What follows belongs to an exercise in optimizing a design on an open flow for small area and few clock cycles; a production flow would make more cautious choices.
Only simulation tests tie the RTL to the original design; equivalence was not proved.
Power and IR drop assume default switching activity.

[flow/config.mk]
export PLATFORM = sky130hd
export DESIGN_NAME = dr1363_encoder
export DESIGN_NICKNAME = dr1363_encoder
export VERILOG_FILES = /design/flow/design.v
export SDC_FILE = /design/flow/constraint.sdc
export NUM_CORES = 4
export LEC_CHECK = 0
export CAP_MARGIN = 20
export CORE_MARGIN = 2
export CORE_UTILIZATION = 40
export PLACE_DENSITY = 0.6
export SLEW_MARGIN = 20
[flow/constraint.sdc]
create_clock -name core_clock -period 8.0 [get_ports {clk}]
set_input_delay 1.6000 -clock core_clock [delete_from_list [all_inputs] [get_ports {clk}]]
set_output_delay 1.6000 -clock core_clock [all_outputs]
set_load 0.01 [all_outputs]
[flow/design.v]
module dr1363_encoder (
    input  wire        clk,
    input  wire        rst,         
    input  wire        cmd_valid,
    output wire        cmd_ready,
    input  wire [7:0]  cmd_addr,
    input  wire [7:0]  cmd_cid1,
    input  wire [7:0]  cmd_cid2,
    input  wire [11:0] cmd_len,
    input  wire        info_valid,
    output wire        info_ready,
    input  wire [7:0]  info_data,
    output reg         out_valid,
    input  wire        out_ready,
    output reg  [7:0]  out_data,
    output wire        out_last,
    output reg         res_valid,
    output wire [7:0]  res_code,
    output wire [7:0]  res_info
);
    localparam [1:0] P_HDR   = 2'd0;    
    localparam [1:0] P_INFO  = 2'd1;
    localparam [1:0] P_TAIL  = 2'd2;    
    localparam [1:0] P_DRAIN = 2'd3;    
    reg [1:0]  phase;
    reg [3:0]  pos;
    reg [7:0]  addr, cid1, cid2;
    reg [11:0] len;
    reg [15:0] nsum;          
    reg        res_bad;
    wire out_free = !out_valid || out_ready;
    wire in_hdr   = (phase == P_HDR);
    wire in_info  = (phase == P_INFO);
    wire in_tail  = (phase == P_TAIL);
    wire in_drain = (phase == P_DRAIN);
    wire at_start = in_hdr && (pos == 4'd0);
    assign out_last = at_start;
    assign res_code = {res_bad, 5'b00000, res_bad, res_bad};
    assign res_info = {7'd0, res_bad};
    assign cmd_ready  = at_start && out_free;
    assign info_ready = (in_info && out_free) || in_drain;
    wire [12:0] lb;
    wire [11:0] len_dec;
    assign lb[0] = 1'b1;
    genvar i;
    generate for (i = 0; i < 12; i = i + 1) begin : g_dec
        assign len_dec[i] = len[i] ^ lb[i];
        assign lb[i+1]    = lb[i] & ~len[i];
    end endgenerate
    wire [4:0] pc;
    wire [3:0] pos_inc;
    assign pc[0] = 1'b1;
    generate for (i = 0; i < 4; i = i + 1) begin : g_inc
        assign pos_inc[i] = pos[i] ^ pc[i];
        assign pc[i+1]    = pc[i] & pos[i];
    end endgenerate
    wire [4:0] c1, c2;
    wire [3:0] s1, s2;
    assign c1[0] = 1'b0;
    assign c2[0] = 1'b0;
    generate for (i = 0; i < 4; i = i + 1) begin : g_lchk
        assign s1[i]   = len[i] ^ len[4+i] ^ c1[i];
        assign c1[i+1] = (len[i] & len[4+i]) | (c1[i] & (len[i] ^ len[4+i]));
        assign s2[i]   = s1[i] ^ len[8+i] ^ c2[i];
        assign c2[i+1] = (s1[i] & len[8+i]) | (c2[i] & (s1[i] ^ len[8+i]));
    end endgenerate
    wire [3:0] lchk = ~s2 + 4'd1;
    wire len_zero = (len == 12'd0);
    wire len_one  = (len == 12'd1);
    reg [3:0] nib;
    always @(*) begin
        if (in_tail) begin
            case (len[1:0])
                2'b00:   nib = nsum[15:12];
                2'b11:   nib = nsum[11:8];
                2'b10:   nib = nsum[7:4];
                default: nib = nsum[3:0];
            endcase
        end else begin
            case (pos)
                4'd3:    nib = addr[7:4];
                4'd4:    nib = addr[3:0];
                4'd5:    nib = cid1[7:4];
                4'd6:    nib = cid1[3:0];
                4'd7:    nib = cid2[7:4];
                4'd8:    nib = cid2[3:0];
                4'd9:    nib = lchk;
                4'd10:   nib = len[11:8];
                4'd11:   nib = len[7:4];
                default: nib = len[3:0];
            endcase
        end
    end
    wire       letter = nib[3] & (nib[2] | nib[1]);
    wire [2:0] lo3    = letter ? (nib[2:0] - 3'd1) : nib[2:0];
    wire [7:0] hexch  = {1'b0, letter, ~letter, ~letter, nib[3] & ~letter, lo3};
    reg [7:0] ch;
    always @(*) begin
        if (in_info)
            ch = info_data;
        else if (in_tail && len[2] && !len[0] && !len[1])
            ch = 8'h0D;
        else if (at_start)
            ch = 8'h7E;
        else if (in_hdr && (pos == 4'd1 || pos == 4'd2))
            ch = 8'h32;
        else
            ch = hexch;
    end
    wire [16:0] sc;
    wire [15:0] nsum_sub;
    assign sc[0] = 1'b1;
    generate for (i = 0; i < 16; i = i + 1) begin : g_sum
        wire b = (i < 8) ? ~ch[i] : 1'b1;
        assign nsum_sub[i] = nsum[i] ^ b ^ sc[i];
        assign sc[i+1]     = (nsum[i] & b) | (sc[i] & (nsum[i] ^ b));
    end endgenerate
    always @(posedge clk) begin
        if (rst) begin
            phase     <= P_HDR;
            pos       <= 4'd0;
            out_valid <= 1'b0;
            res_valid <= 1'b0;
            res_bad   <= 1'b0;
        end else begin
            res_valid <= out_valid && out_ready && out_last;
            res_bad   <= 1'b0;
            if (out_valid && out_ready)
                out_valid <= 1'b0;
            case (phase)
                P_HDR: begin
                    if (out_free && (pos != 4'd0 || cmd_valid)) begin
                        if (pos == 4'd0) begin
                            addr <= cmd_addr;
                            cid1 <= cmd_cid1;
                            cid2 <= cmd_cid2;
                            len  <= cmd_len;
                        end
                        if (pos == 4'd0 && cmd_len[0]) begin
                            phase <= P_DRAIN;
                        end else begin
                            out_valid <= 1'b1;
                            out_data  <= ch;
                            nsum      <= (pos == 4'd0) ? 16'd0 : nsum_sub;
                            if (pos == 4'd12) begin
                                pos   <= 4'd0;
                                phase <= len_zero ? P_TAIL : P_INFO;
                            end else begin
                                pos <= pos_inc;
                            end
                        end
                    end
                end
                P_INFO: begin
                    if (out_free && info_valid) begin
                        out_valid <= 1'b1;
                        out_data  <= ch;
                        nsum      <= nsum_sub;
                        len       <= len_dec;
                        if (len_one)
                            phase <= P_TAIL;
                    end
                end
                P_TAIL: begin
                    if (out_free) begin
                        out_valid <= 1'b1;
                        out_data  <= ch;
                        len       <= len_dec;
                        if (len[2] && !len[1] && !len[0])
                            phase <= P_HDR;
                    end
                end
                default: begin  
                    if (info_valid) begin
                        len <= len_dec;
                        if (len_one) begin
                            phase     <= P_HDR;
                            res_valid <= 1'b1;
                            res_bad   <= 1'b1;
                        end
                    end
                end
            endcase
        end
    end
endmodule
[flow/run.sh]
#!/bin/bash
# synth_recipe.tcl (not shown) runs the flow's synth.tcl, then flattens the netlist and writes it again
# the make line also repeats each setting of config.mk as NAME=value (left out here)
make -C /OpenROAD-flow-scripts/flow DESIGN_CONFIG=/design/flow/config.mk WORK_HOME=/design/flow/orfs CLKGATE_MAP_FILE= SYNTH_SCRIPT=/design/flow/synth_recipe.tcl finish
==> run notes <==
-- through the flow --
| step | area, sq um | total power [mW] |
|---|---|---|
| finish | 5502 | 2.139 |
| global route | 5502 | 2.322 |
| CTS | 5421 | 2.092 |
| detailed placement | 5192 | 1.756 |
| global placement | 5192 | 1.741 |
| floorplan | 4468 | 1.427 |
-- cell type report --
cell class / count / area [sq um]
Sequential cell: 69 / 1982
Clock inverter: 7 / 90.09
Fill cell: 1012 / 5339
Timing Repair Buffer: 78 / 748.2
Tap cell: 140 / 175.2
Clock buffer: 9 / 123.9
Multi-Input combinational cell: 266 / 2206
Inverter: 47 / 176.4
-- worst max-delay path by stage --
| stage | endpoint | start | depth (start not counted) | slack, ns |
|---|---|---|---|---|
| after floorplan | nsum[15] | len[0] | 31 | 0.32 |
| final | nsum[15] | len[4] | 31 | 0.28 |
| after global routing | nsum[15] | len[4] | 31 | -0.01 |
| after CTS | nsum[15] | len[4] | 31 | 0.02 |
| after detailed placement | nsum[15] | len[0] | 31 | -0.11 |
| after global placement | nsum[15] | len[0] | 31 | 0.16 |
-- Yosys cell counts, types with 2 or more instances --
library cell | number | share of area [%]
and2_1 | 4 | 0.57
a221oi_1 | 2 | 0.40
ha_1 | 36 | 10
a211oi_1 | 4 | 0.68
nand3b_1 | 2 | 0.34
xnor3_1 | 2 | 1.0
a311o_1 | 4 | 0.90
or4_1 | 2 | 0.34
nor3b_1 | 2 | 0.34
buf_4 | 16 | 2.7
a221oi_2 | 2 | 0.68
nor3_1 | 2 | 0.23
o21ai_0 | 13 | 1.5
a211o_1 | 2 | 0.40
inv_1 | 47 | 4.0
o22ai_1 | 3 | 0.42
a22o_1 | 3 | 0.59
a222oi_1 | 6 | 1.4
dfxtp_1 | 9 | 4.1
mux2i_1 | 15 | 3.4
o211ai_1 | 2 | 0.34
a31oi_1 | 4 | 0.57
o21a_1 | 4 | 0.68
nand3_1 | 6 | 0.68
nor2b_1 | 10 | 1.4
a221o_1 | 2 | 0.45
buf_1 | 2 | 0.17
edfxtp_1 | 60 | 41
xnor2_1 | 3 | 0.59
buf_2 | 3 | 0.34
nand2_1 | 24 | 2.0
a21oi_1 | 16 | 1.8
fa_1 | 11 | 5.0
clkbuf_1 | 10 | 0.85
and3_1 | 3 | 0.42
nand2b_1 | 4 | 0.57
a311oi_1 | 2 | 0.40
nor2_1 | 26 | 2.2
a22oi_1 | 10 | 1.7
-- state kept, by name (all words and copies together) (netlist names) --
register,flops
res_valid,1
out_data,8
cid1,8
cid2,8
addr,8
nsum,16
pos,4
phase,2
len,12
out_valid,1
res_bad,1
-- power groups by stage --
| stage | sequential (mW) | clock (mW) | combinational, mW |
|---|---|---|---|
| final | 0.628 | 0.315 | 1.19 |
| after global placement | 0.633 | 0 | 1.11 |
| after detailed placement | 0.635 | 0 | 1.12 |
| after floorplan | 0.631 | 0 | 0.797 |
| after CTS | 0.629 | 0.324 | 1.14 |
| after global routing | 0.642 | 0.337 | 1.34 |
-- worst min-delay path, cell delays in order (launching register included) --
cell      delay (ns)
dfxtp_1         0.36
nand2b_1        0.09
a21oi_1         0.05
-- logic make-up (layout without fill, tap and decap cells) --
family,after synthesis,in the layout,share of synthesized area (%)
adders and majority gates,47,47,15.15
DFF,69,69,44.77
AOI/OAI and AO/OA,92,92,15.43
xor gates and xnor gates,6,6,1.979
other,1,12,0.08471
and+or+nand+nor,93,93,10.88
muxes,16,16,3.646
buffers and inverters,78,141,8.056
-- routing by layer --
metal  part of all wire, %  global-route usage [%]  vias up
met4                   1.4                   6.600        0
met2                    48                   28.57       92
met3                   5.1                   3.766       12
met5                     0                       0        -
met1                    46                   23.09     1557
li1                      -                       -     1584
-- timing repair --
item                                    in CTS  in global routing
gates resized for setup                      1                 12
endpoints found under the setup margin       2                  3
pin swaps                                    1                  7
cloned                                       0                  0
setup buffers                                1                  2
==> summary.md <==
| Metric | Value |
|---|---|
| Initial drt markers | `203` |
| Pre-Repair DR Iteration Count | `8` |
| Finished Layout Cells | `616` |
| Max-Slew Margin vs Limit | `42.85%` |
| Port Buffer Count | `65` |
| Max Slew Vio Count | `0` |
| Placed Cells | `596` |
| Max incr delay on CP | `0.47 ns` |
| Gpl congestion | `0.8547` |
| Nets | `567` |
| Status | `complete, no violations` |
| Clock network fraction of total power | `14.8%` |
| Die area | `11920 sq um` |
| Setup TNS | `0 ns` |
| Cell mode on critical path | `ha_1` |
| DIE HEIGHT | `109.2 um` |
| First-pass GRT wire length | `15790 um` |
| Synthesis Warnings | `1` |
| Kind of cell adding the most delay to the critical path | `adder cells` |
| N_diodes | `0` |
| Initial antenna violation count | `0` |
| Vias | `3245` |
| Final ANT Viol Nets | `0` |
| Initial Util | `40.84%` |
| Final setup violation count | `0` |
| Internal cell power | `1.294 mW` |
| Worst-case clock buffer depth | `2` |
| H-tree levels | `3` |
| Layout cells sized above 1 | `10.71%` |
| Total GRT Usage | `17.59%` |
| Worst R2R End | `nsum[15]` |
| CP Class | `reg2reg` |
| Switching power | `0.8450 mW` |
| Commonest non-fill, non-tap cells in the layout | `clkdlybuf4s50_1, edfxtp_1, inv_1` |
| Asr flop ratio synth | `0%` |
| Setup ws final | `0.2838 ns` |
| Clock skew | `0.01650 ns` |
| Routed WL per cell | `16.04 um` |
| Largest net degree at the start of global routing | `27` |
| Row cnt | `38` |
| Clk slew on worst S/H paths | `0.09 ns` |
| Seq/Total Area, Yosys | `44.77%` |
| Register bit count reported by yosys | `69` |
| DP HPWL | `7263 um` |
| Lkg Pwr | `2.238 nW` |
| Max rail drop VDD | `147.3 uV` |
| Vias per inst | `5.268` |
| Worst Hold End | `phase[0]` |
| Worst r2r src | `len[4]` |
| Switching Share | `39.51%` |
| Slew @ Worst Pin | `0.8573 ns` |
| Post-layout util | `50.75%` |
| Worst Path Buf+Inv | `4` |
| Core area | `10840 sq um` |
| Synth Flop Type | `edfxtp_1` |
| Period utilization | `96.45%` |
| Setup slack, reg-to-reg | `0.28 ns` |
| FMAX | `129.6 MHz` |
| IO Count | `78` |
| Final Hold Fails | `0` |
| Worst Hold Depth | `2` |
| Post-Place Setup Slack | `-0.1093 ns` |
| Crit start category | `flip-flop` |
| Fin crit period | `7.716 ns` |
| Cell Pwr Density | `388.7 nW/um^2` |
| EDFF count, synth | `60` |
| Slowest-stage cell, CP | `fa_1` |
| CP required | `8.11 ns` |
| CTS sink cnt | `69` |
| Combinational share of power | `55.9%` |
| GRT overflow | `0` |
| Vias in the first global route | `3225` |
| Worst skew pair latency | `0.36 ns` |
| Post-Syn Area | `4427 sq um` |
| Maxcap violations | `0` |
| Hold path start | `phase[0]` |
| Arrival time at the worst endpoint | `7.83 ns` |
| Drt drc | `0` |
| CTS root buffer | `clkbuf_8` |
| Commonest non-fill, non-tap cell in the layout | `clkdlybuf4s50_1` |
| CP Capture Type | `flip-flop` |
| Die width | `109.2 um` |
| WL final | `9881 um` |
| Area Growth Syn to Fin | `24.28%` |
| CP max FO | `2` |
| R2R depth | `31` |
| Avg Inst Size Synth | `11.01 sq um` |
| CTS buffer count | `9` |
| Syn Inst Count | `402` |
| Fin Hold WS | `0.5485 ns` |
| Sequential power share | `29.4%` |
| Hold Buf Count CTS | `0` |
| Unique cell type count in the Yosys netlist | `63` |
| CTS tree | `done` |
| Hold crit path type | `reg2reg` |
Testbench counts, summed over its fixed seeds: cycles 175,333.

[re-timing with driven ports]
Ports are ideal in the flow. The routed layout listed here was re-timed in OpenROAD. Step 1, drivers: a clkbuf_16 drives clk and a buf_2 each remaining input, both assumed. Step 2, shift: input delay + t, output delay - t, t = (earliest + latest rising clock arrival at the registers) / 2. This alone moves slack from input paths to output paths. a / b / c = ideal ports / drivers / drivers and shift; a / b = the first two.
shift t [ns]: 0.387
slack for setup (ns): 0.284 / 0.284 / 0.284
latest minus earliest clock arrival (ns): 0.016 / 0.016
worst register clock-pin slew, ns: 0.09 / 0.09
After both steps this run still meets setup and hold. For this run, drivers alone change the setup slack by 0.000 ns; drivers and shift together by 0.000 ns.
